From an optimization exercise on the open Yosys and OpenROAD flow, aimed at small area, a short achievable clock period and few clock cycles; shortcuts taken in it are not production practice. Only simulation tests tie the RTL to the original design; equivalence was not proved. Power is estimated from default activity; no workload was simulated. The flow treats the clock pin as an ideal source, which a real chip does not have.

$ cat flow/flow/run.sh
#!/bin/bash
# Own layout flow: the standard ORFS flow (standard.sh), with two changes to
# how the layout is made:
#  - the port buffers are plain sky130_fd_sc_hd__buf_1 cells (the resizer still
#    upsizes them where timing needs it) instead of the delay-cell buffers
#    buffer_ports picks by default;
#  - clock tree synthesis clusters up to 25 sinks per leaf buffer and inserts no
#    dummy loads.
# make's full output goes to flow_make.log in the work folder; ORFS keeps each
# step's own log under orfs/logs.
set -euo pipefail
bash standard.sh \
  "BUFFER_PORTS_ARGS=-buffer_cell sky130_fd_sc_hd__buf_1" \
  "CTS_ARGS=-sink_clustering_enable -repair_clock_nets -sink_clustering_size 25 -sink_clustering_max_diameter 100 -dont_use_dummy_load" \
  "RECOVER_POWER=100" \
  finish > flow_make.log 2>&1
$ cat flow/standard.sh
#!/bin/bash
# synth_recipe.tcl (not shown) runs the flow's synth.tcl, then flattens the netlist and writes it again
# the make line also repeats each setting of config.mk as NAME=value (left out here)
make -C /OpenROAD-flow-scripts/flow DESIGN_CONFIG=/design/flow/config.mk WORK_HOME=/design/flow/orfs CLKGATE_MAP_FILE= SYNTH_SCRIPT=/design/flow/synth_recipe.tcl "${@:-finish}"
$ cat flow/config.mk
export PLATFORM = sky130hd
export DESIGN_NAME = ledgrid_sync
export DESIGN_NICKNAME = ledgrid_sync
export VERILOG_FILES = /design/flow/design.v
export SDC_FILE = /design/flow/constraint.sdc
export NUM_CORES = 4
export LEC_CHECK = 0
export CAP_MARGIN = 20
export CORE_MARGIN = 2
export CORE_UTILIZATION = 60
export SETUP_SLACK_MARGIN = 5
export SLEW_MARGIN = 20
$ cat flow/constraint.sdc
create_clock -name core_clock -period 12.0 [get_ports {clk}]
set_input_delay 2.4000 -clock core_clock [delete_from_list [all_inputs] [get_ports {clk}]]
set_output_delay 2.4000 -clock core_clock [all_outputs]
set_load 0.01 [all_outputs]
$ cat flow/design.v
module ledgrid_sync (
    input  wire        clk,
    input  wire        rst,
    input  wire        sel_n,
    input  wire        rx_valid,
    input  wire [7:0]  rx_data,
    output wire        render_req,
    output wire [7:0]  render_bright,
    input  wire [4:0]  pix_addr,
    output wire [23:0] pix_data,
    input  wire        render_done,
    input  wire [31:0] render_dur,
    output wire        busy,
    output reg         status,
    output reg         debug,
    output reg  [31:0] txn_count,
    output reg  [31:0] frame_count,
    output reg  [31:0] malformed_count,
    output reg  [31:0] zpay_count,
    output reg  [31:0] last_render_dur
);
    localparam MAX_STRIPS = 4;
    localparam MAX_LEDS   = 6;
    localparam NSLOTS     = MAX_STRIPS * MAX_LEDS;
    localparam RX_MAX     = 80;
    localparam [7:0] OP_SET_PIXEL  = 8'h01;
    localparam [7:0] OP_SET_BRIGHT = 8'h02;
    localparam [7:0] OP_RENDER     = 8'h03;
    localparam [7:0] OP_CLEAR      = 8'h04;
    localparam [7:0] OP_SET_RANGE  = 8'h05;
    localparam [7:0] OP_SET_ALL    = 8'h06;
    localparam [7:0] OP_RECONFIG   = 8'h07;
    localparam [7:0] OP_KEEPALIVE  = 8'hFF;
    reg        sel_q;
    reg        armed;         
    reg  [6:0] nb;            
    reg        rend;          
    assign busy       = rend;
    assign render_req = rend;
    wire sel_assert   = sel_q && !sel_n;
    wire sel_deassert = !sel_q && sel_n;
    wire take         = armed && !sel_n && rx_valid && (nb != RX_MAX);
    wire publish      = sel_deassert && armed && (nb != 7'd0);
    wire b0 = (nb == 7'd0);
    wire b1 = (nb == 7'd1);
    wire b2 = (nb == 7'd2);
    wire b3 = (nb == 7'd3);
    wire b4 = (nb == 7'd4);
    reg [2:0]  cfg_strips;    
    reg [2:0]  cfg_len;       
    reg [7:0]  bright;
    reg [23:0] fb  [0:NSLOTS-1];    
    reg [23:0] stg [0:NSLOTS-1];    
    reg [NSLOTS-1:0] blank;         
    reg [NSLOTS-1:0] pend;          
    wire [4:0] total = cfg_strips * cfg_len;
    reg o_pix, o_bri, o_ren, o_clr, o_rng, o_all, o_cfg, o_ka;
    reg        por;           
    reg        ok;            
    reg        oob;           
    reg  [2:0] w_strip;       
    reg  [2:0] w_off;         
    reg  [1:0] w_comp;        
    reg  [4:0] w_left;        
    reg  [2:0] n_strips;      
    reg  [2:0] n_len;
    reg        n_dbg;
    wire [4:0] len1  = {2'd0, cfg_len};
    wire [4:0] len2  = {1'b0, cfg_len, 1'b0};
    wire [4:0] len3  = len1 + len2;
    wire [4:0] xi    = rx_data[4:0];
    wire       xi_g1 = (xi >= len1);
    wire       xi_g2 = (xi >= len2);
    wire       xi_g3 = (xi >= len3);
    wire [4:0] xi_s1 = xi - len1;
    wire [4:0] xi_s2 = xi - len2;
    wire [4:0] xi_s3 = xi - len3;
    wire [2:0] xi_strip = xi_g3 ? 3'd3 : xi_g2 ? 3'd2 : xi_g1 ? 3'd1 : 3'd0;
    wire [2:0] xi_off   = xi_g3 ? xi_s3[2:0] : xi_g2 ? xi_s2[2:0] :
                          xi_g1 ? xi_s1[2:0] : xi[2:0];
    wire       xi_oob   = (rx_data[7:5] != 3'd0) || (xi >= total);
    wire data_ph = (o_pix && nb >= 7'd3) || (o_rng && nb >= 7'd4) || (o_all && !b0);
    wire in_grid = (w_strip < cfg_strips);
    wire step    = take && data_ph && (w_left != 5'd0);
    wire wr      = step && !oob && in_grid;
    reg  [23:0] pix_sel;
    integer q;
    always @(*) begin
        pix_sel = 24'd0;
        for (q = 0; q < NSLOTS; q = q + 1)
            pix_sel = pix_sel | ({24{pix_addr == q && !blank[q]}} & fb[q]);
    end
    assign render_bright = bright;
    assign pix_data      = pix_sel;
    wire malformed = (o_pix || o_bri || o_rng || o_all || o_cfg) && !ok;
    integer p;
    always @(posedge clk) begin
        for (p = 0; p < NSLOTS; p = p + 1) begin
            if (wr && w_strip == p / MAX_LEDS && w_off == p % MAX_LEDS) begin
                if (w_comp == 2'd0) stg[p][23:16] <= rx_data;
                if (w_comp == 2'd1) stg[p][15:8]  <= rx_data;
                if (w_comp == 2'd2) stg[p][7:0]   <= rx_data;
            end
        end
        if (!rst && publish && ok && (o_pix || o_rng || o_all)) begin
            for (p = 0; p < NSLOTS; p = p + 1)
                if (pend[p])
                    fb[p] <= stg[p];
        end
    end
    always @(posedge clk) begin
        if (rst) begin
            sel_q           <= 1'b1;
            armed           <= 1'b0;
            nb              <= 7'd0;
            rend            <= 1'b0;
            cfg_strips      <= MAX_STRIPS;
            cfg_len         <= MAX_LEDS;
            bright          <= 8'hFF;
            status          <= 1'b0;
            debug           <= 1'b0;
            txn_count       <= 32'd0;
            frame_count     <= 32'd0;
            malformed_count <= 32'd0;
            zpay_count      <= 32'd0;
            last_render_dur <= 32'd0;
            blank           <= {NSLOTS{1'b1}};
            pend            <= {NSLOTS{1'b0}};
            o_pix <= 1'b0; o_bri <= 1'b0; o_ren <= 1'b0; o_clr <= 1'b0;
            o_rng <= 1'b0; o_all <= 1'b0; o_cfg <= 1'b0; o_ka  <= 1'b0;
            por      <= 1'b0;
            ok       <= 1'b0;
            oob      <= 1'b0;
            w_strip  <= 3'd0;
            w_off    <= 3'd0;
            w_comp   <= 2'd0;
            w_left   <= 5'd0;
            n_strips <= 3'd0;
            n_len    <= 3'd0;
            n_dbg    <= 1'b0;
        end else begin
            sel_q <= sel_n;
            if (sel_assert) begin
                if (!rend) begin
                    armed <= 1'b1;
                    nb    <= 7'd0;
                end
            end else if (sel_deassert) begin
                armed <= 1'b0;
            end
            if (rend && render_done) begin
                rend            <= 1'b0;
                frame_count     <= frame_count + 32'd1;
                last_render_dur <= render_dur;
            end
            if (take) begin
                nb <= nb + 7'd1;
                if (!b0)
                    por <= por | (rx_data != 8'd0);
                if (b0) begin
                    o_pix <= (rx_data == OP_SET_PIXEL);
                    o_bri <= (rx_data == OP_SET_BRIGHT);
                    o_ren <= (rx_data == OP_RENDER);
                    o_clr <= (rx_data == OP_CLEAR);
                    o_rng <= (rx_data == OP_SET_RANGE);
                    o_all <= (rx_data == OP_SET_ALL);
                    o_cfg <= (rx_data == OP_RECONFIG);
                    o_ka  <= (rx_data == OP_KEEPALIVE);
                    por     <= 1'b0;
                    ok      <= 1'b0;
                    oob     <= 1'b0;
                    w_strip <= 3'd0;
                    w_off   <= 3'd0;
                    w_comp  <= 2'd0;
                    w_left  <= total;
                end
                if (b1) begin
                    if (o_pix || o_rng)
                        oob <= (rx_data != 8'd0);
                    if (o_bri) begin
                        bright <= rx_data;
                        ok     <= 1'b1;
                    end
                    if (o_cfg) begin
                        n_strips <= rx_data[2:0];
                        oob      <= (rx_data == 8'd0) || (rx_data > MAX_STRIPS);
                    end
                end
                if (b2) begin
                    if (o_pix || o_rng) begin
                        oob     <= oob || xi_oob;
                        w_strip <= xi_strip;
                        w_off   <= xi_off;
                        w_comp  <= 2'd0;
                        w_left  <= 5'd1;
                    end
                    if (o_cfg && rx_data != 8'd0)
                        oob <= 1'b1;
                end
                if (b3) begin
                    if (o_rng) begin
                        w_left <= (rx_data[7:5] != 3'd0) ? 5'd31 : rx_data[4:0];
                        if (rx_data == 8'd0)
                            ok <= 1'b1;
                    end
                    if (o_cfg) begin
                        n_len <= rx_data[2:0];
                        ok    <= !oob && (rx_data != 8'd0) && (rx_data <= MAX_LEDS);
                    end
                end
                if (b4 && o_cfg)
                    n_dbg <= (rx_data != 8'd0);
                if (step) begin
                    if (w_comp == 2'd2) begin
                        w_comp <= 2'd0;
                        w_left <= w_left - 5'd1;
                        if (w_left == 5'd1)
                            ok <= 1'b1;
                        if (in_grid) begin
                            if (w_off == cfg_len - 3'd1) begin
                                w_off   <= 3'd0;
                                w_strip <= w_strip + 3'd1;
                            end else begin
                                w_off   <= w_off + 3'd1;
                            end
                        end
                    end else begin
                        w_comp <= w_comp + 2'd1;
                    end
                end
            end
            if (wr) begin
                for (p = 0; p < NSLOTS; p = p + 1)
                    if (w_strip == p / MAX_LEDS && w_off == p % MAX_LEDS)
                        pend[p] <= 1'b1;
            end
            if (sel_deassert)
                pend <= {NSLOTS{1'b0}};
            if (publish) begin
                txn_count <= txn_count + 32'd1;
                if (nb != 7'd1 && !por)
                    zpay_count <= zpay_count + 32'd1;
                if (malformed)
                    malformed_count <= malformed_count + 32'd1;
                if (o_ka)
                    status <= ~status;
                if (ok && (o_pix || o_rng))
                    blank <= blank & ~pend;
                if (ok && o_all) begin
                    blank <= ~pend;
                    rend  <= 1'b1;
                end
                if (o_ren)
                    rend <= 1'b1;
                if (o_clr) begin
                    blank <= {NSLOTS{1'b1}};
                    rend  <= 1'b1;
                end
                if (ok && o_cfg) begin
                    cfg_strips <= n_strips;
                    cfg_len    <= n_len;
                    if (nb >= 7'd5)
                        debug <= n_dbg;
                    for (p = 0; p < NSLOTS; p = p + 1)
                        if (!((p / MAX_LEDS) < n_strips && (p % MAX_LEDS) < n_len))
                            blank[p] <= 1'b1;
                    rend <= 1'b1;
                end
            end
        end
    end
endmodule
==> metrics.csv, run 1 <==
metric,value,unit
status,"complete, but fails checks",
Layout Check Fails,"max-capacitance violations, max-slew violations",
vias in the first global route,29300,
Slew HR,-176,%
Syn Inst Count,3334,
post-layout power,0.00780,W
Final Hold Viols,0,
post-route ant nets,0,
syn avg cell area,15.4,um^2
GRT Overall Usage,34.1,%
# IOs,246,
# setup viols final,0,
final setup margin,3.45,ns
NumNets Final,3715,
DRC violations left,0,
Yosys Warn Count,3,
Post-synth EDFFs,1152,
"Seq/Total Area, Yosys",77.9,%
fraction of layout instances using a drive strength above 1,4.40,%
Setup Skew,0.0511,ns
per-cell routed wire length,31.5,um
syn_nets,3434,
PD cells,141,nW/um^2
gpl congestion,0.858,
Yosys reg bits,1417,
largest fanout on the critical path,24,
Setup TNS,0,ns
Rows,107,
starting DRC count in detailed routing,4147,
CP peak stage delay,1.73,ns
Cell variety after synth,81,
CTS tree,done,
Max Root-Sink Buffers,3,
Layout area overhead,8.24,%
Final min period,8.55,ns
Clock transition at path regs,0.09,ns
Max Cap Violations,51,
antenna cells,0,
critical path launch point type,input pin,
die height,296,um
largest delay contributor family on the critical path,buffers and inverters,
total gr overflow,0,
core area,84900,um^2
period utilization,71.3,%
HP Class,reg2reg,
Die Span X,296,um
number of gates on the worst path with buffers counted,9,
Pre-antenna DRT Iters,6,
initial antenna violation count,2,
Critical Path AT,6.15,ns
"critical path, cell by cell",buf_1 > or3_1 > nor3_2 > clkbuf_1 > a22oi_1 > nand4_1 > nor2_1 > nand4_1 > buf_1,
DP HPWL,91.7,mm
hold depth,0,
routed vias,31100,
predominant post-synthesis flop cell,edfxtp_1,
clock root buffer,clkbuf_16,
Clock Latency Late Sink,0.65,ns
PortBufs,245,
FILL cells,6225,
Post-Syn Area,51200,um^2
hold_buf cts,0,
crit path capture type,output pin,
worst r2r path cells,10,
Via density,6.53,
htree depth,3,
fin util,65.3,%
pre-CTS setup slack,4.52,ns
"Buf+Inv Stages, Crit Path",3,
TritonCTS Buffers,67,
first-pass GRT wire length,210,mm
largest net degree at the start of global routing,98,
CP required,9.60,ns
WL final,150,mm
Worst path slowest cell,clkbuf_1,
Slew Limit Fails,1560,
CP Class,in2out,
Async SR Flop Fraction,0,%
Initial Util,60.4,%
CTS sink cnt,1417,
VDD IR max,0.111,mV
full die area,87700,um^2
unrepaired setup endpoints after global routing,false,
fmax,0.117,GHz
static leakage,17.2,nW
Worst Tran Pin Value,4.14,ns
[worst paths after layout]
check | startpoint | end | slack [ns]
worst max-delay path | pix_addr[0] | pix_data[8] | 3.45
worst min-delay path | stg[8][5]$_DFFE_PP_ | fb[8][5]$_DFFE_PP_ | 0.38
worst max register to register | nb[0]$_SDFFE_PP0P_ | stg[2][3]$_DFFE_PP_ | 6.37
worst min register to register | stg[8][5]$_DFFE_PP_ | fb[8][5]$_DFFE_PP_ | 0.38
[per-stage QoR]
stage / hold slack, ns / instances / instance area [um^2]
after floorplan: 0.400 / 3334 / 51200
after global placement: 0.400 / 4683 / 54000
after detailed placement: 0.405 / 4684 / 54100
after CTS: 0.380 / 4754 / 55800
after global routing: 0.399 / 4757 / 55500
final: 0.381 / 4757 / 55500
[synth_stat cells, types with 5 or more instances]
cell	n	area [um^2]
nor4_1	14	87.6
nor2_1	277	1040
and4_1	14	123
o31ai_1	5	37.5
nand2_1	206	773
a21oi_1	115	576
clkbuf_1	122	458
o21a_1	22	165
a221oi_1	28	245
o21ai_0	53	265
buf_2	14	70.1
inv_1	55	206
buf_1	10	37.5
fa_1	6	120
ha_1	44	551
edfxtp_1	1152	34600
xnor2_1	44	385
nor2b_1	9	56.3
a22o_1	24	210
nand3_1	73	365
xor2_1	68	596
a22oi_1	243	1820
nand2b_1	10	62.6
a211oi_1	6	45.0
and3_1	48	300
dfxtp_1	265	5310
nor3_1	102	510
nand4_1	124	776
and2_1	15	93.8
a31oi_1	9	56.3
mux2i_1	10	100
or2_2	8	50.1
a21o_1	8	60.1
o22ai_1	6	37.5
o211ai_1	14	105
or3_1	31	194
a221o_1	9	90.1
[cells by family after synthesis]
family | share of synthesized area, %
adders and majority gates | 1.31
buffers and inverters | 1.64
xor gates and xnor gates | 1.91
muxes | 0.217
and+or+nand+nor | 9.11
DFF | 77.9
AOI/OAI and AO/OA | 7.93
[registers in the layout, indices dropped and copies added, names as in the netlist, 8 cells and up]
register / count
fb: 576
malformed_count: 32
txn_count: 32
blank: 24
frame_count: 32
last_render_dur: 32
bright: 8
stg: 576
zpay_count: 32
pend: 24
[cell type report]
type | count | area, um^2 | area share [%]
Inverter | 56 | 210 | 0.379
Clock buffer | 67 | 1680 | 3.02
Multi-Input combinational cell | 1708 | 10700 | 19.2
Timing Repair Buffer | 365 | 1580 | 2.85
Tap cell | 1144 | 1430 | 2.58
Sequential cell | 1417 | 39900 | 71.9
[placed cells by master, fill, tap and decap left out, types with 14 or more instances in the layout]
master and count:
a21oi_1 115, xor2_1 68, edfxtp_1 1152, ha_1 44, a22o_1 24, and3_1 49
buf_1 235, clkbuf_1 93, dfxtp_1 265, xnor2_1 44, a221oi_1 27, clkbuf_16 67
nand2_1 206, o211ai_1 14, and2_1 14, nor3_1 77, and4_1 14, nor2_1 277
a22oi_1 243, nand3_1 73, inv_1 55, buf_4 22, or3_1 31, nor3_2 24
nand4_1 124, o21ai_0 56, o21a_1 22
[power by group]
part / total [W] / switching, W / internal, W / leakage, nW
Sequential: 0.00527 / 0.00000335 / 0.00527 / 12.5
Clock: 0.00242 / 0.00141 / 0.00101 / 0.826
Combinational: 0.000110 / 0.0000916 / 0.0000185 / 3.89
Total: 0.00780 / 0.00151 / 0.00629 / 17.2
[per-layer routing]
layer	GRT usage (%)	routed length, um	up-vias
li1	-	-	13200
met1	48.3	56400	15700
met2	54.8	71300	1893
met3	5.32	16700	275
met4	11.0	5600	2
met5	0	14	-
[what timing repair did]
action,CTS,global route
pin swaps,2,0
endpoints found under the setup margin,24,18
buffers inserted,3,0
gates resized for setup,4,14
Testbench counts, summed over its fixed seeds: cycles 21,798.
==> run 2, diff against run 1 <==
--- a/flow/flow/run.sh
+++ b/flow/flow/run.sh
@@ -12,5 +12,5 @@
 bash standard.sh \
   "BUFFER_PORTS_ARGS=-buffer_cell sky130_fd_sc_hd__buf_1" \
   "CTS_ARGS=-sink_clustering_enable -repair_clock_nets -sink_clustering_size 25 -sink_clustering_max_diameter 100 -dont_use_dummy_load" \
-  "RECOVER_POWER=100" \
+  "SETUP_SLACK_MARGIN=6.5" \
   finish > flow_make.log 2>&1
==> metrics.csv, run 2 <==
metric,value,unit,change
status,"complete, no violations",,"was complete, but fails checks"
Async SR Flop Fraction,0,%,unchanged
initial antenna violation count,6,,was 2
Synth top area share,67.5,%,unchanged
die height,296,um,unchanged
Yosys reg bits,1417,,unchanged
Initial Util,60.4,%,unchanged
VDD IR max,0.109,mV,was 0.111 mV
Layout area overhead,11.6,%,was 8.24%
Clock Latency Late Sink,0.67,ns,was 0.65 ns
TritonCTS Buffers,66,,was 67
crit path capture type,output pin,,unchanged
"commonest non-fill, non-tap cells in the layout","edfxtp_1, nor2_1, dfxtp_1",,unchanged
Finished Cell Area,57200,um^2,was 55500 um^2
Post-synth EDFFs,1152,,unchanged
Yosys Warn Count,3,,unchanged
post-route ant nets,0,,unchanged
hold_buf cts,0,,unchanged
Syn Inst Count,3334,,unchanged
Rows,107,,unchanged
per-cell routed wire length,31.6,um,was 31.5 um
Setup Skew,0.0711,ns,was 0.0511 ns
# IOs,246,,unchanged
gpl congestion,0.884,,was 0.858
Final min period,6.71,ns,was 8.55 ns
GRT Overall Usage,34.2,%,was 34.1%
Psw,0.00151,W,about the same
core area,84900,um^2,unchanged
Max Cap Violations,0,,was 51
DRC violations left,0,,unchanged
starting DRC count in detailed routing,4831,,was 4147
"area leader, netlist",edfxtp_1,,unchanged
CP peak stage delay,0.44,ns,was 1.73 ns
part of the power in registers,67.6,%,about the same
final setup margin,5.29,ns,was 3.45 ns
Clock transition at path regs,0.10,ns,was 0.09 ns
unrepaired setup endpoints after global routing,true,,was false
Power Internal,0.00628,W,was 0.00629 W
most frequent cell after synthesis,edfxtp_1,,unchanged
DP HPWL,90.6,mm,was 91.7 mm
Cell variety after synth,81,,unchanged
Critical Path AT,4.31,ns,was 6.15 ns
GR Util met3,6.45,%,was 5.32%
"Seq/Total Area, Yosys",77.9,%,unchanged
WL final,152,mm,was 150 mm
switch share,19.4,%,was 19.3%
Post-Syn Area,51200,um^2,unchanged
Slew Limit Fails,0,,was 1560
xor/xnor cell area share of the yosys netlist,1.91,%,unchanged
Final Hold Viols,0,,unchanged
routed vias,31300,,was 31.1k
syn avg cell area,15.4,um^2,unchanged
HP Class,reg2reg,,unchanged
vias in the first global route,29800,,was 29.3k
met1 Track Usage GR,47.2,%,was 48.3%
Die Span X,296,um,unchanged
static leakage,18.4,nW,was 17.2 nW
critical path launch point type,input pin,,unchanged
NumNets Final,3752,,was 3715
"critical path, cell by cell",buf_8 > or3b_4 > buf_6 > nor3_4 > buf_12 > buf_12 > a22oi_1 > nand4_1 > nor2_1 > nand4_1 > buf_2,,was buf_1 > or3_1 > nor3_2 > clkbuf_1 > a22oi_1 > nand4_1 > nor2_1 > nand4_1 > buf_1
first-pass GRT wire length,211,mm,was 210 mm
Min Hold Slack,0.363,ns,was 0.381 ns
CTS tree,done,,unchanged
largest family of logic cells by synthesized area,simple AND/OR/NAND/NOR gates,,unchanged
dpl cell area,54200,um^2,was 54100 um^2
mux cell area share after synthesis,0.217,%,unchanged
grt met2 use,55.6,%,was 54.8%
largest net degree at the start of global routing,100,,was 98
clock share of power,30.8,%,was 31.0%
synth cell count leaders,"edfxtp_1, nor2_1, dfxtp_1, a22oi_1, nand2_1",,unchanged
"most common cell after layout, fill and taps aside",edfxtp_1,,unchanged
predominant post-synthesis flop cell,edfxtp_1,,unchanged
Max Root-Sink Buffers,3,,unchanged
Worst Tran Pin Value,1.20,ns,was 4.14 ns
period utilization,55.9,%,was 71.3%
fmax,0.149,GHz,was 0.117 GHz
simple-gate share of the synthesized area,9.11,%,unchanged
Top Usage Layer GRT,met2,,unchanged
Top Registers,"fb (576), stg (576)",,unchanged
full die area,87700,um^2,unchanged
post-synthesis compound-gate area fraction,7.93,%,unchanged
Pre-antenna DRT Iters,6,,unchanged
Synth Area in Adders,1.31,%,unchanged
Setup TNS,0,ns,unchanged
# setup viols final,0,,unchanged
htree depth,3,,unchanged
Worst path slowest cell,or3b_4,,was clkbuf_1
clock root buffer,clkbuf_16,,unchanged
PortBufs,245,,unchanged
Via density,6.53,,about the same
largest fanout on the critical path,6,,was 24
Slew HR,19.8,%,was -176%
CP required,9.60,ns,about the same
Comb pwr share,1.6,%,was 1.4%
PD cells,136,nW/um^2,was 141 nW/um^2
CP Class,in2out,,unchanged
fraction of layout instances using a drive strength above 1,10.7,%,was 4.40%
CTS sink cnt,1417,,unchanged
syn_nets,3434,,unchanged
total gr overflow,0,,unchanged
pre-CTS setup slack,5.01,ns,was 4.52 ns
synth top area cells,"edfxtp_1, dfxtp_1, a22oi_1, nor2_1, nand4_1",,unchanged
run 2: cell counts after synthesis:
No cell type changed its count.
run 2: final cells by class:
| type | instances | area [um^2] |
|---|---|---|
| flip-flops and latches | 1417 | 39900 |
| fillers | 5936 | 27700 |
| multi-input cells | 1708 | 11200 |
| repair buffers | 403 | 2820 |
| clock buffers | 66 | 1650 |
| well taps | 1144 | 1430 |
| inverters | 56 | 210 |
| diodes | 2 | 5.00 |
run 2: worst paths after layout:
check / from / endpoint / cells after the start / slack [ns]
min reg2reg: stg[5][1]$_DFFE_PP_ / fb[5][1]$_DFFE_PP_ / 0 / 0.36
max: pix_addr[0] / pix_data[5] / 11 / 5.29
max reg2reg: nb[0]$_SDFFE_PP0P_ / fb[22][23]$_DFFE_PP_ / 8 / 8.48
min: stg[5][1]$_DFFE_PP_ / fb[5][1]$_DFFE_PP_ / 0 / 0.36
run 2: cell families (layout without fill, tap and decap cells):
group / Yosys count / count (layout)
AO/OA/AOI/OAI: 578 / 578
XOR/XNOR: 112 / 112
adder cells (fa/ha/maj): 50 / 50
buffers and inverters: 209 / 525
flip-flops: 1417 / 1417
multiplexers: 11 / 11
other: 0 / 2
AND/OR/NAND/NOR: 957 / 957
run 2: what timing repair did:
action	CTS	global route
resized for setup	127	42
pin swaps	45	41
setup endpoints to repair	24	40
cloned	7	3
buffers inserted	20	17
run 2: worst max-delay path, delay by kind of cell:
kind | cells | cell delay [ns]
and+or+nand+nor | 5 | 1.08
buffers and inverters | 5 | 0.70
AOI/OAI and AO/OA | 1 | 0.10
run 2: stage by stage:
stage	cells	power, W	util [%]
2_1_floorplan	3334	0.00543	-
3_3_place_gp	4681	0.00549	63.9
3_5_place_dp	4681	0.00550	63.9
4_1_cts	4774	0.00782	66.8
5_1_grt	4794	0.00799	67.4
6_report	4796	0.00779	67.4
run 2: power by group through the flow:
stage          Sequential [W]  Clock (W)  Combinational (W)
2_1_floorplan         0.00538          0          0.0000452
3_3_place_gp          0.00538          0           0.000112
5_1_grt               0.00527    0.00259           0.000128
3_5_place_dp          0.00538          0           0.000115
6_report              0.00527    0.00240           0.000121
4_1_cts               0.00527    0.00243           0.000119
run 2: layer usage:
| layer | share of wire (%) | wire [um] | vias to the layer above |
|---|---|---|---|
| met5 | 0 | 0 | - |
| met4 | 3.5 | 5240 | 0 |
| li1 | - | - | 13300 |
| met1 | 37 | 56600 | 15700 |
| met2 | 48 | 72600 | 2001 |
| met3 | 11 | 17200 | 278 |
==> run 3, diff against run 2 <==
==> flow/flow/run.sh (replaced) <==
#!/bin/bash
# Own layout flow: the standard ORFS flow (standard.sh), with two changes to
# how the layout is made:
#  - the port buffers are plain sky130_fd_sc_hd__buf_1 cells (the resizer still
#    upsizes them where timing needs it) instead of the delay-cell buffers
#    buffer_ports picks by default;
#  - clock tree synthesis clusters up to 30 sinks per leaf buffer and inserts no
#    dummy loads.
# make's full output goes to flow_make.log in the work folder; ORFS keeps each
# step's own log under orfs/logs.
set -euo pipefail
bash standard.sh \
  "BUFFER_PORTS_ARGS=-buffer_cell sky130_fd_sc_hd__buf_1" \
  "CTS_ARGS=-sink_clustering_enable -repair_clock_nets -sink_clustering_size 30 -sink_clustering_max_diameter 100 -dont_use_dummy_load" \
  "SETUP_SLACK_MARGIN=6.5" \
  finish > flow_make.log 2>&1
==> metrics.csv, run 3 <==
metric,value,unit,change
period utilization,55.6,%,was 55.9%
core area,84900,um^2,unchanged
Max Cap Violations,0,,unchanged
TritonCTS Buffers,54,,was 66
FILL cells,5969,,was 5936
DRC violations left,0,,unchanged
predominant post-synthesis flop cell,edfxtp_1,,unchanged
Rows,107,,unchanged
PortBufs,245,,unchanged
crit path capture type,output pin,,unchanged
Final Hold Viols,0,,unchanged
Post-Syn Area,51200,um^2,unchanged
Async SR Flop Fraction,0,%,unchanged
Initial Util,60.4,%,unchanged
Critical Path AT,4.27,ns,was 4.31 ns
hold_buf cts,0,,unchanged
Finished Cell Area,56900,um^2,was 57200 um^2
Max Root-Sink Buffers,3,,unchanged
syn_nets,3434,,unchanged
CP peak stage delay,0.28,ns,was 0.44 ns
R2R setup slack,7.94,ns,was 8.48 ns
Cell variety after synth,81,,unchanged
Clock transition at path regs,0.11,ns,was 0.10 ns
VDD IR max,0.124,mV,was 0.109 mV
CTS sink cnt,1417,,unchanged
fraction of layout instances using a drive strength above 1,10.3,%,was 10.7%
Via density,6.54,,was 6.53
DP HPWL,90.6,mm,unchanged
Post-synth EDFFs,1152,,unchanged
largest delay contributor family on the critical path,simple AND/OR/NAND/NOR gates,,unchanged
die height,296,um,unchanged
Synth top area share,67.5,%,unchanged
NumNets Final,3735,,was 3752
Setup TNS,0,ns,unchanged
synth top area cells,"edfxtp_1, dfxtp_1, a22oi_1, nor2_1, nand4_1",,unchanged
"area leader, netlist",edfxtp_1,,unchanged
fmax,0.150,GHz,was 0.149 GHz
total gr overflow,0,,unchanged
initial antenna violation count,4,,was 6
largest fanout on the critical path,24,,was 6
Slew HR,21.3,%,was 19.8%
Final min period,6.67,ns,was 6.71 ns
routed vias,31200,,was 31.3k
Post-Layout Cell Count,4780,,was 4796
full die area,87700,um^2,unchanged
CP required,9.60,ns,about the same
Worst path slowest cell,nand4_1,,was or3b_4
post-route ant nets,0,,unchanged
per-cell routed wire length,31.9,um,was 31.6 um
largest net degree at the start of global routing,100,,unchanged
Syn Inst Count,3334,,unchanged
status,"complete, no violations",,unchanged
# IOs,246,,unchanged
syn avg cell area,15.4,um^2,unchanged
PD cells,133,nW/um^2,was 136 nW/um^2
HP Class,reg2reg,,unchanged
most frequent cell after synthesis,edfxtp_1,,unchanged
number of gates on the worst path with buffers counted,10,,was 11
Top Registers,"fb (576), stg (576)",,unchanged
Yosys reg bits,1417,,unchanged
area occupied by registers,39900,um^2,unchanged
worst r2r path cells,10,,was 8
Slew Limit Fails,0,,unchanged
htree depth,2,,was 3
Pre-antenna DRT Iters,8,,was 6
unrepaired setup endpoints after global routing,true,,unchanged
CP Class,in2out,,unchanged
vias in the first global route,29700,,was 29.8k
static leakage,18.2,nW,was 18.4 nW
"Buf+Inv Stages, Crit Path",4,,was 5
"commonest non-fill, non-tap cells in the layout","edfxtp_1, nor2_1, dfxtp_1",,unchanged
Setup Skew,0.117,ns,was 0.0711 ns
Die Span X,296,um,unchanged
"most common cell after layout, fill and taps aside",edfxtp_1,,unchanged
hold depth,0,,unchanged
Layout area overhead,11.0,%,was 11.6%
"Seq/Total Area, Yosys",77.9,%,unchanged
Clock Latency Late Sink,0.70,ns,was 0.67 ns
first-pass GRT wire length,211,mm,about the same
# setup viols final,0,,unchanged
WL final,153,mm,was 152 mm
"most used cell, CP",nand4_1,,
Yosys Warn Count,3,,unchanged
CTS tree,done,,unchanged
DP Cell Count,4681,,unchanged
synth cell count leaders,"edfxtp_1, nor2_1, dfxtp_1, a22oi_1, nand2_1",,unchanged
post-layout power,0.00758,W,was 0.00779 W
Worst Tran Pin Value,1.18,ns,was 1.20 ns
critical path launch point type,input pin,,unchanged
area of the multi-input gates,11200,um^2,about the same
gpl congestion,0.884,,unchanged
starting DRC count in detailed routing,4703,,was 4831
GRT Overall Usage,34.2,%,about the same
dpl cell area,54200,um^2,unchanged
clock root buffer,clkbuf_16,,unchanged
"critical path, cell by cell",clkbuf_4 > nand2b_4 > buf_4 > nor3_4 > buf_8 > a22oi_1 > nand4_1 > nor2_1 > nand4_1 > buf_2,,was buf_8 > or3b_4 > buf_6 > nor3_4 > buf_12 > buf_12 > a22oi_1 > nand4_1 > nor2_1 > nand4_1 > buf_2
==> run 3: cell counts after synthesis <==
Identical to the previous run, type by type.
==> run 3: final timing paths <==
kind	to	start
worst max register to register	stg[16][5]$_DFFE_PP_	nb[0]$_SDFFE_PP0P_
worst min-delay path	fb[5][1]$_DFFE_PP_	stg[5][1]$_DFFE_PP_
worst max-delay path	pix_data[19]	pix_addr[1]
worst min register to register	fb[5][1]$_DFFE_PP_	stg[5][1]$_DFFE_PP_
==> run 3: area by class of cell <==
class	instances	share of cell area (%)
inverters	56	0.370
repair buffers	398	4.91
clock buffers	54	2.38
multi-input cells	1708	19.6
flip-flops and latches	1417	70.2
diodes	3	0.0132
well taps	1144	2.52
==> run 3: cell families after synthesis <==
| group | count (synthesis) | synth area share [%] |
|---|---|---|
| multiplexers | 11 | 0.217 |
| XOR/XNOR | 112 | 1.91 |
| AO/OA/AOI/OAI | 578 | 7.93 |
| adder cells (fa/ha/maj) | 50 | 1.31 |
| flip-flops | 1417 | 77.9 |
| AND/OR/NAND/NOR | 957 | 9.11 |
| buffers and inverters | 209 | 1.64 |
==> run 3: worst register-to-register path: stages, from the launching register on <==
cell      delay (ns)
dfxtp_1         0.42
inv_1           0.12
ha_1            0.31
nand4b_1        0.17
o31ai_2         0.07
buf_4           0.22
a311oi_2        0.20
buf_4           0.25
nand4_1         0.74
buf_4           0.52
nor3_2          0.78
==> run 3: repair_timing <==
item,CTS,global route
hold endpoints to repair,0,0
pin swaps,34,31
endpoints found under the setup margin,24,37
cloned,9,4
setup buffers,17,12
gates resized for setup,129,48
==> run 3: routing by layer <==
| layer | GRT usage, % | up-vias | part of all wire (%) |
|---|---|---|---|
| li1 | - | 13300 | - |
| met1 | 47.3 | 15700 | 37 |
| met2 | 55.7 | 1993 | 48 |
| met3 | 6.15 | 296 | 11 |
| met4 | 11.1 | 0 | 4.1 |
| met5 | 0 | - | 0 |
==> run 3: stage by stage <==
stage	setup slack, ns	hold WS [ns]	util (%)
floorplan	5.95	0.400	-
global placement	5.06	0.400	63.9
detailed placement	5.01	0.405	63.9
CTS	5.37	0.353	66.5
global route	5.30	0.364	67.0
finish	5.33	0.338	67.0
==> run 3: power breakdown <==
part	switching [W]	total [W]	internal, W
Combinational	0.0000953	0.000121	0.0000257
Sequential	0.00000338	0.00527	0.00527
Clock	0.00138	0.00219	0.000811
Total	0.00148	0.00758	0.00610
==> run 4, diff against run 3 <==
--- a/flow/design.v
+++ b/flow/design.v
@@ -83,13 +83,25 @@
     wire in_grid = (w_strip < cfg_strips);
     wire step    = take && data_ph && (w_left != 5'd0);
     wire wr      = step && !oob && in_grid;
-    reg  [23:0] pix_sel;
-    integer q;
-    always @(*) begin
-        pix_sel = 24'd0;
-        for (q = 0; q < NSLOTS; q = q + 1)
-            pix_sel = pix_sel | ({24{pix_addr == q && !blank[q]}} & fb[q]);
-    end
+    wire [NSLOTS-1:0]    pix_hit;
+    wire [23:0]          pix_sel;
+    wire [NSLOTS*24-1:0] fb_flat;
+    genvar gq;
+    generate
+        for (gq = 0; gq < NSLOTS; gq = gq + 1) begin : g_fb
+            assign fb_flat[gq*24 +: 24] = fb[gq];
+        end
+    endgenerate
+    ledgrid_sync_pixdec u_pixdec (
+        .pix_addr (pix_addr),
+        .blank    (blank),
+        .hit      (pix_hit)
+    );
+    ledgrid_sync_pixsel u_pixsel (
+        .hit      (pix_hit),
+        .fb_flat  (fb_flat),
+        .pix_data (pix_sel)
+    );
     assign render_bright = bright;
     assign pix_data      = pix_sel;
     wire malformed = (o_pix || o_bri || o_rng || o_all || o_cfg) && !ok;
@@ -270,3 +282,25 @@
         end
     end
 endmodule
+module ledgrid_sync_pixdec (
+    input  wire [4:0]  pix_addr,
+    input  wire [23:0] blank,
+    output reg  [23:0] hit
+);
+    integer q;
+    always @(*)
+        for (q = 0; q < 24; q = q + 1)
+            hit[q] = (pix_addr == q) && !blank[q];
+endmodule
+module ledgrid_sync_pixsel (
+    input  wire [23:0]  hit,
+    input  wire [575:0] fb_flat,
+    output reg  [23:0]  pix_data
+);
+    integer q;
+    always @(*) begin
+        pix_data = 24'd0;
+        for (q = 0; q < 24; q = q + 1)
+            pix_data = pix_data | ({24{hit[q]}} & fb_flat[q*24 +: 24]);
+    end
+endmodule
==> flow/flow/run.sh (replaced) <==
#!/bin/bash
# Own layout flow: the standard ORFS flow (standard.sh), with two changes to
# how the layout is made:
#  - the port buffers are plain sky130_fd_sc_hd__buf_1 cells (the resizer still
#    upsizes them where timing needs it) instead of the delay-cell buffers
#    buffer_ports picks by default;
#  - clock tree synthesis clusters up to 25 sinks per leaf buffer and inserts no
#    dummy loads.
# make's full output goes to flow_make.log in the work folder; ORFS keeps each
# step's own log under orfs/logs.
set -euo pipefail
bash standard.sh \
  "BUFFER_PORTS_ARGS=-buffer_cell sky130_fd_sc_hd__buf_1" \
  "CTS_ARGS=-sink_clustering_enable -repair_clock_nets -sink_clustering_size 25 -sink_clustering_max_diameter 100 -dont_use_dummy_load" \
  "SETUP_SLACK_MARGIN=6.5" \
  finish > flow_make.log 2>&1
--- a/flow/config.mk
+++ b/flow/config.mk
@@ -10,3 +10,5 @@
 export CORE_UTILIZATION = 60
 export SETUP_SLACK_MARGIN = 5
 export SLEW_MARGIN = 20
+export SYNTH_HIERARCHICAL = 1
+export SYNTH_MINIMUM_KEEP_SIZE = 0
==> metrics.csv, run 4 <==
metric,value,unit,change
"Buf+Inv Stages, Crit Path",5,,was 4
# setup viols final,0,,unchanged
"Seq/Total Area, Yosys",78.0,%,was 77.9%
period utilization,56.0,%,was 55.6%
routed vias,31500,,was 31.2k
"most used cell, CP",buf_6,,was nand4_1
CTS tree,done,,unchanged
pre-CTS setup slack,4.66,ns,was 5.01 ns
FILL cells,5775,,was 5969
Worst path slowest cell,or3b_4,,was nand4_1
Clock transition at path regs,0.10,ns,was 0.11 ns
WL final,158,mm,was 153 mm
most frequent cell after synthesis,edfxtp_1,,unchanged
beginning of the critical path,pix_addr[4],,was pix_addr[1]
Async SR Flop Fraction,0,%,unchanged
PortBufs,245,,unchanged
largest net degree at the start of global routing,101,,was 100
core area,84900,um^2,unchanged
Worst Tran Pin Value,1.26,ns,was 1.18 ns
synth cell count leaders,"edfxtp_1, a22oi_1, nor2_1, dfxtp_1, nand2_1",,"was edfxtp_1, nor2_1, dfxtp_1, a22oi_1, nand2_1"
Max Root-Sink Buffers,3,,unchanged
syn avg cell area,15.5,um^2,was 15.4 um^2
unrepaired setup endpoints after global routing,true,,unchanged
Top Registers,"fb (576), stg (576)",,unchanged
Die Span X,296,um,about the same
first-pass GRT wire length,216,mm,was 211 mm
initial antenna violation count,2,,was 4
CP Class,in2out,,unchanged
CTS sink cnt,1417,,unchanged
Setup Skew,0.0522,ns,was 0.117 ns
Critical Path AT,4.32,ns,was 4.27 ns
vias in the first global route,29900,,was 29.7k
syn_nets,3397,,was 3434
NumNets Final,3739,,was 3735
Post-Syn Area,51200,um^2,about the same
Finished Cell Area,57800,um^2,was 56900 um^2
HP Class,reg2reg,,unchanged
Cell variety after synth,83,,was 81
die height,296,um,about the same
Syn Inst Count,3297,,was 3334
post-route ant nets,0,,unchanged
Pre-antenna DRT Iters,8,,unchanged
critical path launch point type,input pin,,unchanged
area occupied by registers,39900,um^2,unchanged
Final Hold Viols,0,,unchanged
per-cell routed wire length,33.0,um,was 31.9 um
full die area,87700,um^2,about the same
Rows,107,,unchanged
htree depth,3,,was 2
largest delay contributor family on the critical path,simple AND/OR/NAND/NOR gates,,unchanged
Final min period,6.72,ns,was 6.67 ns
starting DRC count in detailed routing,4581,,was 4703
largest fanout on the critical path,6,,was 24
Yosys reg bits,1417,,unchanged
TritonCTS Buffers,66,,was 54
final setup margin,5.28,ns,was 5.33 ns
gpl congestion,0.918,,was 0.884
"area leader, netlist",edfxtp_1,,unchanged
Hold Path Origin,stg[2][6]$_DFFE_PP_,,was stg[5][1]$_DFFE_PP_
DP HPWL,93.3,mm,was 90.6 mm
"critical path, cell by cell",buf_6 > or3b_4 > buf_6 > nor3_4 > buf_6 > buf_6 > a22oi_2 > nand4_1 > or3_4 > buf_1,,was clkbuf_4 > nand2b_4 > buf_4 > nor3_4 > buf_8 > a22oi_1 > nand4_1 > nor2_1 > nand4_1 > buf_2
predominant post-synthesis flop cell,edfxtp_1,,unchanged
Max Cap Violations,0,,unchanged
static leakage,18.2,nW,about the same
VDD IR max,0.108,mV,was 0.124 mV
Post-synth EDFFs,1152,,unchanged
GRT Overall Usage,35.2,%,was 34.2%
Slew HR,15.7,%,was 21.3%
CP required,9.60,ns,about the same
dpl cell area,54200,um^2,about the same
Clock Latency Late Sink,0.66,ns,was 0.70 ns
Setup TNS,0,ns,unchanged
clock root buffer,clkbuf_16,,unchanged
fmax,0.149,GHz,was 0.150 GHz
fraction of layout instances using a drive strength above 1,13.1,%,was 10.3%
crit path capture type,output pin,,unchanged
R2R Path Start,nb[0]$_SDFFE_PP0P_,,unchanged
Synth top area share,67.6,%,was 67.5%
Via density,6.60,,was 6.54
"most common cell after layout, fill and taps aside",edfxtp_1,,unchanged
area of the multi-input gates,11500,um^2,was 11200 um^2
PD cells,135,nW/um^2,was 133 nW/um^2
Yosys Warn Count,11,,was 3
CP peak stage delay,0.46,ns,was 0.28 ns
antenna cells,0,,was 3
Layout area overhead,13.0,%,was 11.0%
total gr overflow,0,,unchanged
"commonest non-fill, non-tap cells in the layout","edfxtp_1, dfxtp_1, nor2_1",,"was edfxtp_1, nor2_1, dfxtp_1"
synth top area cells,"edfxtp_1, dfxtp_1, a22oi_1, nor2_1, nand2_1",,"was edfxtp_1, dfxtp_1, a22oi_1, nor2_1, nand4_1"
Initial Util,60.3,%,was 60.4%
Slew Limit Fails,0,,unchanged
status,"complete, no violations",,unchanged
# IOs,246,,unchanged
DRC violations left,0,,unchanged
## run 4: cell types whose count changed after synthesis, sizes merged, moves of 15 or more
cell | before | now
a221oi | 28 | 2
a22o | 24 | 0
a22oi | 243 | 290
a31oi | 9 | 26
and2 | 16 | 37
and3 | 49 | 15
buf | 31 | 57
clkbuf | 122 | 78
nand2b | 10 | 25
nor3 | 104 | 62
o21a | 22 | 1
or3 | 31 | 54
## run 4: worst reg2reg max path, cell delays in order, from the launching register on
cell     delay (ns)
dfxtp_1        0.46
inv_1          0.10
ha_1           0.21
nor2b_1        0.20
nand2_2        0.25
a22oi_2        0.32
nor3_2         0.87
nand2_1        0.45
nor2_1         1.00
## run 4: layout make-up
type	count	share of cell area, %
Sequential cell	1417	69.0
Tap cell	1144	2.48
Clock buffer	66	2.86
Inverter	47	0.305
Multi-Input combinational cell	1698	19.9
Timing Repair Buffer	409	5.47
## run 4: stage by stage
step	power [W]	utilization [%]	instances	hold WS, ns
2_1_floorplan	0.00542	-	3297	0.400
3_3_place_gp	0.00549	63.8	4648	0.400
3_5_place_dp	0.00549	63.8	4653	0.405
4_1_cts	0.00780	67.3	4761	0.393
5_1_grt	0.00797	68.1	4781	0.401
6_report	0.00780	68.1	4781	0.389
## run 4: Yosys stat by module (local to each module, per instance)
module / copies in the design / cells inside / area, um^2 / flip-flops and latches
ledgrid_sync_pixdec: 1 / 35 / 216 / 0
ledgrid_sync: 1 / 2830 / 47900 / 1417
ledgrid_sync_pixsel: 1 / 432 / 3050 / 0
## run 4: path summary, 6_finish.rpt
check | end | slack (ns) | cells past startpoint
setup / recovery | pix_data[2] | 5.28 | 10
hold reg to reg | fb[2][6]$_DFFE_PP_ | 0.39 | 0
hold / removal | fb[2][6]$_DFFE_PP_ | 0.39 | 0
setup reg to reg | stg[19][11]$_DFFE_PP_ | 7.76 | 8
## run 4: metal layers
metal | global-route usage (%) | vias up | routed length (um)
met3 | 6.81 | 360 | 18600
met4 | 13.6 | 2 | 8180
met1 | 48.2 | 15800 | 57300
li1 | - | 13200 | -
met5 | 0 | - | 13
met2 | 56.3 | 2168 | 73700
## run 4: power by group
| group | switching [W] | internal [W] | total [W] |
|---|---|---|---|
| Clock | 0.00142 | 0.000991 | 0.00241 |
| Sequential | 0.00000230 | 0.00527 | 0.00527 |
| Combinational | 0.0000915 | 0.0000275 | 0.000119 |
## run 4: what timing repair did
action / in CTS / in global routing
setup buffers: 34 / 9
resized for setup: 144 / 97
endpoints found under the setup margin: 24 / 24
gates cloned: 8 / 11
pin swaps: 48 / 54
hold buffers: 0 / 0
hold endpoints to repair: 0 / 0
## run 4: cell families after synthesis
| kind of cell | share of synthesized area, % |
|---|---|
| flops | 78.0 |
| simple gates | 9.21 |
| compound gates | 7.79 |
| buf+inv | 1.58 |
| xor+xnor | 1.97 |
| fa+ha+maj | 1.31 |
| mux | 0.178 |
Testbench counts of run 4, summed over its fixed seeds: cycles 21,798.
==> run 5, diff against run 4 <==
--- a/flow/design.v
+++ b/flow/design.v
@@ -114,7 +114,7 @@
                 if (w_comp == 2'd2) stg[p][7:0]   <= rx_data;
             end
         end
-        if (!rst && publish && ok && (o_pix || o_rng || o_all)) begin
+        if (!rst && publish && ok) begin
             for (p = 0; p < NSLOTS; p = p + 1)
                 if (pend[p])
                     fb[p] <= stg[p];
@@ -256,12 +256,10 @@
                     malformed_count <= malformed_count + 32'd1;
                 if (o_ka)
                     status <= ~status;
-                if (ok && (o_pix || o_rng))
+                if (ok)
                     blank <= blank & ~pend;
-                if (ok && o_all) begin
-                    blank <= ~pend;
+                if (ok && o_all)
                     rend  <= 1'b1;
-                end
                 if (o_ren)
                     rend <= 1'b1;
                 if (o_clr) begin
@@ -295,12 +293,32 @@
 module ledgrid_sync_pixsel (
     input  wire [23:0]  hit,
     input  wire [575:0] fb_flat,
-    output reg  [23:0]  pix_data
+    output wire [23:0]  pix_data
+);
+    wire [23:0] part_n [0:2];
+    genvar g;
+    generate
+        for (g = 0; g < 3; g = g + 1) begin : g_grp
+            ledgrid_sync_pixgrp u_grp (
+                .hit    (hit[g*8 +: 8]),
+                .fb8    (fb_flat[g*192 +: 192]),
+                .part_n (part_n[g])
+            );
+        end
+    endgenerate
+    assign pix_data = ~(part_n[0] & part_n[1] & part_n[2]);
+endmodule
+module ledgrid_sync_pixgrp (
+    input  wire [7:0]   hit,
+    input  wire [191:0] fb8,
+    output reg  [23:0]  part_n
 );
     integer q;
+    reg [23:0] acc;
     always @(*) begin
-        pix_data = 24'd0;
-        for (q = 0; q < 24; q = q + 1)
-            pix_data = pix_data | ({24{hit[q]}} & fb_flat[q*24 +: 24]);
+        acc = 24'd0;
+        for (q = 0; q < 8; q = q + 1)
+            acc = acc | ({24{hit[q]}} & fb8[q*24 +: 24]);
+        part_n = ~acc;
     end
 endmodule
==> metrics.csv, run 5 <==
metric,value,unit,change
clock share of power,30.7,%,was 30.9%
predominant post-synthesis flop cell,edfxtp_1,,unchanged
fin util,67.6,%,was 68.1%
Power Internal,0.00628,W,about the same
Slew HR,23.5,%,was 15.7%
FILL cells,5734,,was 5775
Post-synth EDFFs,1152,,unchanged
Pre-antenna DRT Iters,6,,was 8
CTS sink cnt,1417,,unchanged
HP Class,reg2reg,,unchanged
Post-Syn Area,51100,um^2,was 51200 um^2
# IOs,246,,unchanged
crit path capture type,output pin,,unchanged
Die Span X,296,um,about the same
static leakage,18.1,nW,was 18.2 nW
Syn Inst Count,3264,,was 3297
status,"complete, no violations",,unchanged
total gr overflow,0,,unchanged
VDD IR max,0.108,mV,about the same
most frequent cell after synthesis,edfxtp_1,,unchanged
Top Registers,"fb (576), stg (576)",,unchanged
initial antenna violation count,4,,was 2
Worst Tran Pin Value,1.15,ns,was 1.26 ns
full die area,87400,um^2,was 87700 um^2
clock root buffer,clkbuf_16,,unchanged
R2R setup slack,7.57,ns,was 7.76 ns
PD cells,137,nW/um^2,was 135 nW/um^2
fraction of layout instances using a drive strength above 1,11.0,%,was 13.1%
Setup TNS,0,ns,unchanged
gpl congestion,0.909,,was 0.918
routed vias,29600,,was 31.5k
starting DRC count in detailed routing,3517,,was 4581
Setup Skew,0.0590,ns,was 0.0522 ns
"most common cell after layout, fill and taps aside",edfxtp_1,,unchanged
die height,296,um,about the same
syn avg cell area,15.6,um^2,was 15.5 um^2
PortBufs,245,,unchanged
Clock Latency Late Sink,0.64,ns,was 0.66 ns
"Seq/Total Area, Yosys",78.1,%,was 78.0%
Via density,6.31,,was 6.60
critical path launch point type,input pin,,unchanged
part of the power in registers,67.8,%,was 67.5%
GRT Overall Usage,29.5,%,was 35.2%
WL final,129,mm,was 158 mm
Slew Limit Fails,0,,unchanged
switch share,19.2,%,was 19.4%
Max Root-Sink Buffers,3,,unchanged
CTS tree,done,,unchanged
DRC violations left,0,,unchanged
Clock transition at path regs,0.09,ns,was 0.10 ns
post-route ant nets,0,,unchanged
Cell variety after synth,77,,was 83
TritonCTS Buffers,66,,unchanged
Yosys Warn Count,12,,was 11
Layout area overhead,11.2,%,was 13.0%
largest net degree at the start of global routing,205,,was 101
synth top area cells,"edfxtp_1, dfxtp_1, a22oi_1, nor2_1, nand2_1",,unchanged
hold depth,0,,unchanged
Synth top area share,67.8,%,was 67.6%
fmax,0.152,GHz,was 0.149 GHz
"commonest non-fill, non-tap cells in the layout","edfxtp_1, a22oi_1, dfxtp_1",,"was edfxtp_1, dfxtp_1, nor2_1"
core area,84000,um^2,was 84900 um^2
Yosys reg bits,1417,,unchanged
Final min period,6.57,ns,was 6.72 ns
Psw,0.00149,W,was 0.00152 W
NumNets Final,3653,,was 3739
Initial Util,60.8,%,was 60.3%
Max Cap Violations,0,,unchanged
Critical Path AT,4.17,ns,was 4.32 ns
vias in the first global route,28500,,was 29.9k
Rows,106,,was 107
DP HPWL,80.7,mm,was 93.3 mm
first-pass GRT wire length,188,mm,was 216 mm
unrepaired setup endpoints after global routing,true,,unchanged
worst r2r path cells,9,,was 8
htree depth,3,,unchanged
largest fanout on the critical path,6,,unchanged
CP required,9.60,ns,about the same
# setup viols final,0,,unchanged
Final Hold Viols,0,,unchanged
synth cell count leaders,"edfxtp_1, a22oi_1, nor2_1, dfxtp_1, nand2_1",,unchanged
CP Class,in2out,,unchanged
period utilization,54.7,%,was 56.0%
syn_nets,3364,,was 3397
per-cell routed wire length,27.6,um,was 33.0 um
"area leader, netlist",edfxtp_1,,unchanged
Async SR Flop Fraction,0,%,unchanged
Comb pwr share,1.6,%,was 1.5%
-- run 5: cell types whose count changed after synthesis, moves of 17 or more --
cell,previous run,this run
nand4_1,112,38
and4_1,21,88
and2_1,37,10
nand2_1,210,231
or3_1,54,33
and3_1,15,48
nand3_1,69,93
nand2b_1,25,8
xor2_1,80,56
-- run 5: kinds of logic (layout without fill, tap and decap cells) --
family	after synthesis	after routing	share of synthesized area, %
AND/OR/NAND/NOR	945	952	9.33
AO/OA/AOI/OAI	550	550	7.45
other	0	2	0
adder cells (fa/ha/maj)	50	50	1.31
flip-flops	1417	1417	78.1
buffers and inverters	187	467	1.73
multiplexers	11	11	0.221
XOR/XNOR	104	104	1.81
-- run 5: through the flow --
step | hold WS (ns) | total power [W] | cell area, um^2 | setup WS (ns) | instances
after detailed placement | 0.405 | 0.00549 | 53600 | 4.65 | 4562
after global routing | 0.392 | 0.00797 | 56800 | 5.44 | 4685
final | 0.371 | 0.00777 | 56800 | 5.43 | 4687
after CTS | 0.382 | 0.00781 | 56500 | 5.47 | 4680
after global placement | 0.400 | 0.00549 | 53500 | 4.73 | 4557
after floorplan | 0.400 | 0.00542 | 51500 | 5.96 | 3264
-- run 5: cell type report --
type                    instances  area [um^2]  area share [%]
clock buffers                  66         1650            2.91
multi-input cells            1667        11200            19.7
repair buffers                349         2430            4.28
well taps                    1134         1420            2.50
inverters                      52          195           0.344
flip-flops and latches       1417        39900            70.3
diodes                          2         5.00         0.00881
-- run 5: power groups by stage --
stage / combinational [W] / clock, W / sequential (W)
floorplan: 0.0000413 / 0 / 0.00538
global placement: 0.000107 / 0 / 0.00538
detailed placement: 0.000110 / 0 / 0.00538
CTS: 0.000119 / 0.00242 / 0.00527
global route: 0.000128 / 0.00257 / 0.00527
finish: 0.000121 / 0.00239 / 0.00527
-- run 5: path summary, 6_finish.rpt --
path,start,end
min reg2reg,stg[8][15]$_DFFE_PP_,fb[8][15]$_DFFE_PP_
max,pix_addr[0],pix_data[15]
min,stg[8][15]$_DFFE_PP_,fb[8][15]$_DFFE_PP_
max reg2reg,nb[0]$_SDFFE_PP0P_,stg[10][14]$_DFFE_PP_
-- run 5: per-module statistics from Yosys, one instance, submodules excluded --
module,cells,flip-flops and latches,times used,area [um^2]
ledgrid_sync_pixgrp,136,0,3,1040
ledgrid_sync_pixdec,35,0,1,216
ledgrid_sync_pixsel,24,0,1,120
ledgrid_sync,2797,1417,1,47600
-- run 5: timing repair --
action	4_1_cts	5_1_grt
cloned	11	2
setup endpoints to repair	216	154
hold buffers	0	0
pin swaps	45	36
buffers inserted	41	2
gates resized for setup	192	65
-- run 5: critical path: stages --
cell and delay, ns:
buf_8 0.11, or3b_4 0.43, buf_12 0.16, nor3_4 0.31, clkbuf_16 0.22, a22oi_2 0.06
and4_4 0.26, nand3_4 0.10, buf_6 0.11
-- run 5: metal layers --
metal	share of wire (%)	vias up	GRT usage [%]	wire, um
met3	8.3	209	3.84	10700
met5	0	-	0	0
met2	48	1404	48.2	62200
met4	3.4	0	9.21	4460
li1	-	13000	-	-
met1	40	15000	41.8	51900
Testbench counts of run 5, summed over its fixed seeds: cycles 21,798.
==> run 6, diff against run 5 <==
--- a/flow/design.v
+++ b/flow/design.v
@@ -283,12 +283,50 @@
 module ledgrid_sync_pixdec (
     input  wire [4:0]  pix_addr,
     input  wire [23:0] blank,
-    output reg  [23:0] hit
+    output wire [23:0] hit
 );
-    integer q;
-    always @(*)
-        for (q = 0; q < 24; q = q + 1)
-            hit[q] = (pix_addr == q) && !blank[q];
+    wire [3:0] lo_n;
+    wire [5:0] hi_n;
+    ledgrid_sync_pixpre u_pre (
+        .pix_addr (pix_addr),
+        .lo_n     (lo_n),
+        .hi_n     (hi_n)
+    );
+    genvar q;
+    generate
+        for (q = 0; q < 24; q = q + 1) begin : g_hit
+            assign hit[q] = ~(lo_n[q % 4] | hi_n[q / 4] | blank[q]);
+        end
+    endgenerate
+endmodule
+module ledgrid_sync_pixpre (
+    input  wire [4:0] pix_addr,
+    output wire [3:0] lo_n,
+    output wire [5:0] hi_n
+);
+    wire [4:0] pa_n;
+    ledgrid_sync_pixinv u_inv (
+        .a   (pix_addr),
+        .a_n (pa_n)
+    );
+    genvar k;
+    generate
+        for (k = 0; k < 4; k = k + 1) begin : g_lo
+            assign lo_n[k] = ~((k & 1 ? pix_addr[0] : pa_n[0]) &
+                               (k & 2 ? pix_addr[1] : pa_n[1]));
+        end
+        for (k = 0; k < 6; k = k + 1) begin : g_hi
+            assign hi_n[k] = ~((k & 1 ? pix_addr[2] : pa_n[2]) &
+                               (k & 2 ? pix_addr[3] : pa_n[3]) &
+                               (k & 4 ? pix_addr[4] : pa_n[4]));
+        end
+    endgenerate
+endmodule
+module ledgrid_sync_pixinv (
+    input  wire [4:0] a,
+    output wire [4:0] a_n
+);
+    assign a_n = ~a;
 endmodule
 module ledgrid_sync_pixsel (
     input  wire [23:0]  hit,
--- a/flow/flow/run.sh
+++ b/flow/flow/run.sh
@@ -12,5 +12,5 @@
 bash standard.sh \
   "BUFFER_PORTS_ARGS=-buffer_cell sky130_fd_sc_hd__buf_1" \
   "CTS_ARGS=-sink_clustering_enable -repair_clock_nets -sink_clustering_size 25 -sink_clustering_max_diameter 100 -dont_use_dummy_load" \
-  "SETUP_SLACK_MARGIN=6.5" \
+  "SETUP_SLACK_MARGIN=5.2" \
   finish > flow_make.log 2>&1
==> metrics.csv, run 6 <==
metric,value,unit,change
status,"complete, no violations",,unchanged
DP Cell Count,4580,,was 4562
DRC violations left,0,,unchanged
FILL cells,5937,,was 5734
htree depth,3,,unchanged
PortBufs,245,,unchanged
# Post-CTS Setup Buffers,0,,was 41
Power Internal,0.00627,W,was 0.00628 W
DR top layer,met5,,was met4
TritonCTS Buffers,66,,unchanged
syn_nets,3368,,was 3364
DP HPWL,81.0,mm,was 80.7 mm
Comb pwr share,1.4,%,was 1.6%
met3 WL,9.98,mm,was 10.7 mm
crit path capture type,output pin,,unchanged
CP Class,in2out,,unchanged
static leakage,16.9,nW,was 18.1 nW
total gr overflow,0,,unchanged
Max Cap Violations,0,,unchanged
Post-Syn Area,51000,um^2,was 51100 um^2
Top Registers,"fb (576), stg (576)",,unchanged
Layout area overhead,7.98,%,was 11.2%
Post-Layout Cell Count,4649,,was 4687
"most common cell after layout, fill and taps aside",edfxtp_1,,unchanged
routed vias,28800,,was 29.6k
CTS sink cnt,1417,,unchanged
"Seq/Total Area, Yosys",78.2,%,was 78.1%
NumNets Final,3614,,was 3653
clock share of power,30.7,%,about the same
Pre-antenna DRT Iters,6,,unchanged
# IOs,246,,unchanged
critical path launch point type,input pin,,unchanged
vias in the first global route,28200,,was 28.5k
Yosys Warn Count,11,,was 12
hold_buf cts,0,,unchanged
HP Class,reg2reg,,unchanged
synth cell count leaders,"edfxtp_1, a22oi_1, nor2_1, dfxtp_1, nand2_1",,unchanged
Die Span X,296,um,about the same
Setup Skew,0.0478,ns,was 0.0590 ns
most frequent cell after synthesis,edfxtp_1,,unchanged
Yosys reg bits,1417,,unchanged
Slew Limit Fails,0,,unchanged
# setup viols final,0,,unchanged
fmax,0.148,GHz,was 0.152 GHz
Critical Path AT,4.37,ns,was 4.17 ns
Synth top area share,67.8,%,about the same
largest fanout on the critical path,24,,was 6
"commonest non-fill, non-tap cells in the layout","edfxtp_1, a22oi_1, nor2_1",,"was edfxtp_1, a22oi_1, dfxtp_1"
Syn Inst Count,3268,,was 3264
Slew HR,24.4,%,was 23.5%
clock root buffer,clkbuf_16,,unchanged
"area leader, netlist",edfxtp_1,,unchanged
starting DRC count in detailed routing,3165,,was 3517
period utilization,56.4,%,was 54.7%
Psw,0.00149,W,about the same
Worst Tran Pin Value,1.13,ns,was 1.15 ns
Min Hold Slack,0.397,ns,was 0.371 ns
VDD IR max,0.106,mV,was 0.108 mV
Rows,106,,unchanged
Async SR Flop Fraction,0,%,unchanged
gpl congestion,0.904,,was 0.909
Post-synth EDFFs,1152,,unchanged
Initial Util,60.8,%,about the same
Final Hold Viols,0,,unchanged
core area,84000,um^2,unchanged
CTS tree,done,,unchanged
switch share,19.2,%,about the same
Setup TNS,0,ns,unchanged
GRT Overall Usage,28.6,%,was 29.5%
PD cells,141,nW/um^2,was 137 nW/um^2
Clock transition at path regs,0.09,ns,about the same
Cell variety after synth,74,,was 77
part of the power in registers,67.9,%,was 67.8%
fraction of layout instances using a drive strength above 1,5.81,%,was 11.0%
first-pass GRT wire length,182,mm,was 188 mm
largest net degree at the start of global routing,85,,was 205
full die area,87400,um^2,about the same
syn avg cell area,15.6,um^2,about the same
post-route ant nets,0,,unchanged
routed length on met1,51.4,mm,was 51.9 mm
synth top area cells,"edfxtp_1, dfxtp_1, a22oi_1, nor2_1, nand2_1",,unchanged
Via density,6.20,,was 6.31
metal2 WL,60.4,mm,was 62.2 mm
Final min period,6.77,ns,was 6.57 ns
initial antenna violation count,9,,was 4
WL final,125,mm,was 129 mm
die height,296,um,about the same
Max Root-Sink Buffers,3,,unchanged
per-cell routed wire length,27.0,um,was 27.6 um
CP required,9.60,ns,about the same
Clock Latency Late Sink,0.64,ns,about the same
unrepaired setup endpoints after global routing,true,,unchanged
predominant post-synthesis flop cell,edfxtp_1,,unchanged
post-layout power,0.00776,W,was 0.00777 W
==> run 6: logic make-up after synthesis <==
logic type / Yosys count / share of synthesized area [%]
DFF: 1417 / 78.2
and+or+nand+nor: 945 / 9.24
AOI/OAI and AO/OA: 550 / 7.46
buffers and inverters: 191 / 1.76
xor gates and xnor gates: 104 / 1.81
adders and majority gates: 50 / 1.31
muxes: 11 / 0.221
==> run 6: layout make-up <==
class | instances | area (um^2) | share of cell area (%)
Tap cell | 1134 | 1420 | 2.58
Inverter | 57 | 214 | 0.388
Clock buffer | 66 | 1650 | 3.00
Antenna cell | 3 | 7.51 | 0.0136
Multi-Input combinational cell | 1660 | 10400 | 18.9
Timing Repair Buffer | 312 | 1500 | 2.72
Sequential cell | 1417 | 39900 | 72.4
==> run 6: final timing paths <==
path	from	slack, ns	endpoint	cells after the start
min	stg[7][14]$_DFFE_PP_	0.40	fb[7][14]$_DFFE_PP_	0
max	pix_addr[0]	5.23	pix_data[1]	9
min reg2reg	stg[7][14]$_DFFE_PP_	0.40	fb[7][14]$_DFFE_PP_	0
max reg2reg	nb[0]$_SDFFE_PP0P_	7.27	stg[5][13]$_DFFE_PP_	10
==> run 6: metrics by stage <==
step	setup WS [ns]	util, %	instance area [um^2]
after CTS	5.20	65.6	55000
after floorplan	5.87	-	51000
after global placement	5.12	63.6	53400
after global routing	5.18	65.6	55100
final	5.23	65.6	55100
after detailed placement	5.13	63.6	53400
==> run 6: routing by layer <==
layer | vias up | track usage (%)
li1 | 12900 | -
met1 | 14600 | 40.4
met3 | 187 | 4.62
met2 | 1170 | 46.4
met5 | - | 0
met4 | 8 | 8.31
==> run 6: Yosys stat by module (local to each module, per instance) <==
module               copies in the design  cells inside  flops+latches  area, um^2
ledgrid_sync                            1          2797           1417       47600
ledgrid_sync_pixgrp                     3           136              0        1040
ledgrid_sync_pixdec                     1            24              0         120
ledgrid_sync_pixsel                     1            24              0         120
ledgrid_sync_pixpre                     1            10              0        45.0
ledgrid_sync_pixinv                     1             5              0        18.8
==> run 6: worst max-delay path, cell delays in order <==
cell	delay (ns)
clkbuf_2	0.16
inv_1	0.13
nand2_2	0.17
nor3_2	0.28
clkbuf_8	0.32
a22oi_1	0.12
and4_1	0.31
nand3_1	0.23
buf_1	0.21
==> run 6: what timing repair did <==
item | in CTS | in global routing
setup endpoints to repair | 8 | 21
hold endpoints to repair | 0 | 0
resized for setup | 8 | 14
==> run 6: power by group through the flow <==
| stage | clock (W) | combinational, W | sequential, W |
|---|---|---|---|
| floorplan | 0 | 0.0000362 | 0.00538 |
| CTS | 0.00243 | 0.000108 | 0.00527 |
| global placement | 0 | 0.000105 | 0.00538 |
| detailed placement | 0 | 0.000108 | 0.00538 |
| global route | 0.00259 | 0.000118 | 0.00527 |
| finish | 0.00238 | 0.000109 | 0.00527 |
Testbench counts of run 6, summed over its fixed seeds: cycles 21,798.

static timing again, ports no longer ideal:
How much do the figures lean on ideal ports? The routed layouts below were timed once more, with nothing changed but the port constraints. Step 1 assumes that a clkbuf_16 drives the clock port and a buf_2 every other input. Step 2 also shifts input and output timing later by t, the mid clock arrival at the registers, as if the neighbouring blocks saw the same clock. Three values: ideal, step 1, step 2; two values: the first two.
run | t (ns) | setup slack, ns | latest minus earliest clock arrival (ns) | pins driven straight from the clock port
run 1 | 0.685 | 3.446 / 3.416 / 3.416 | 0.079 / 0.079 | 1
run 2 | 0.706 | 5.291 / 5.242 / 5.242 | 0.072 / 0.071 | 1
run 3 | 0.720 | 5.331 / 5.298 / 5.298 | 0.117 / 0.118 | 1
run 4 | 0.689 | 5.280 / 5.199 / 5.199 | 0.073 / 0.073 | 1
run 5 | 0.682 | 5.431 / 5.322 / 5.322 | 0.068 / 0.068 | 1
run 6 | 0.689 | 5.231 / 5.182 / 5.182 | 0.052 / 0.051 | 1
The setup slack of run 5, which loses most, moves by -0.109 ns with the drivers and by -0.109 ns with both steps.
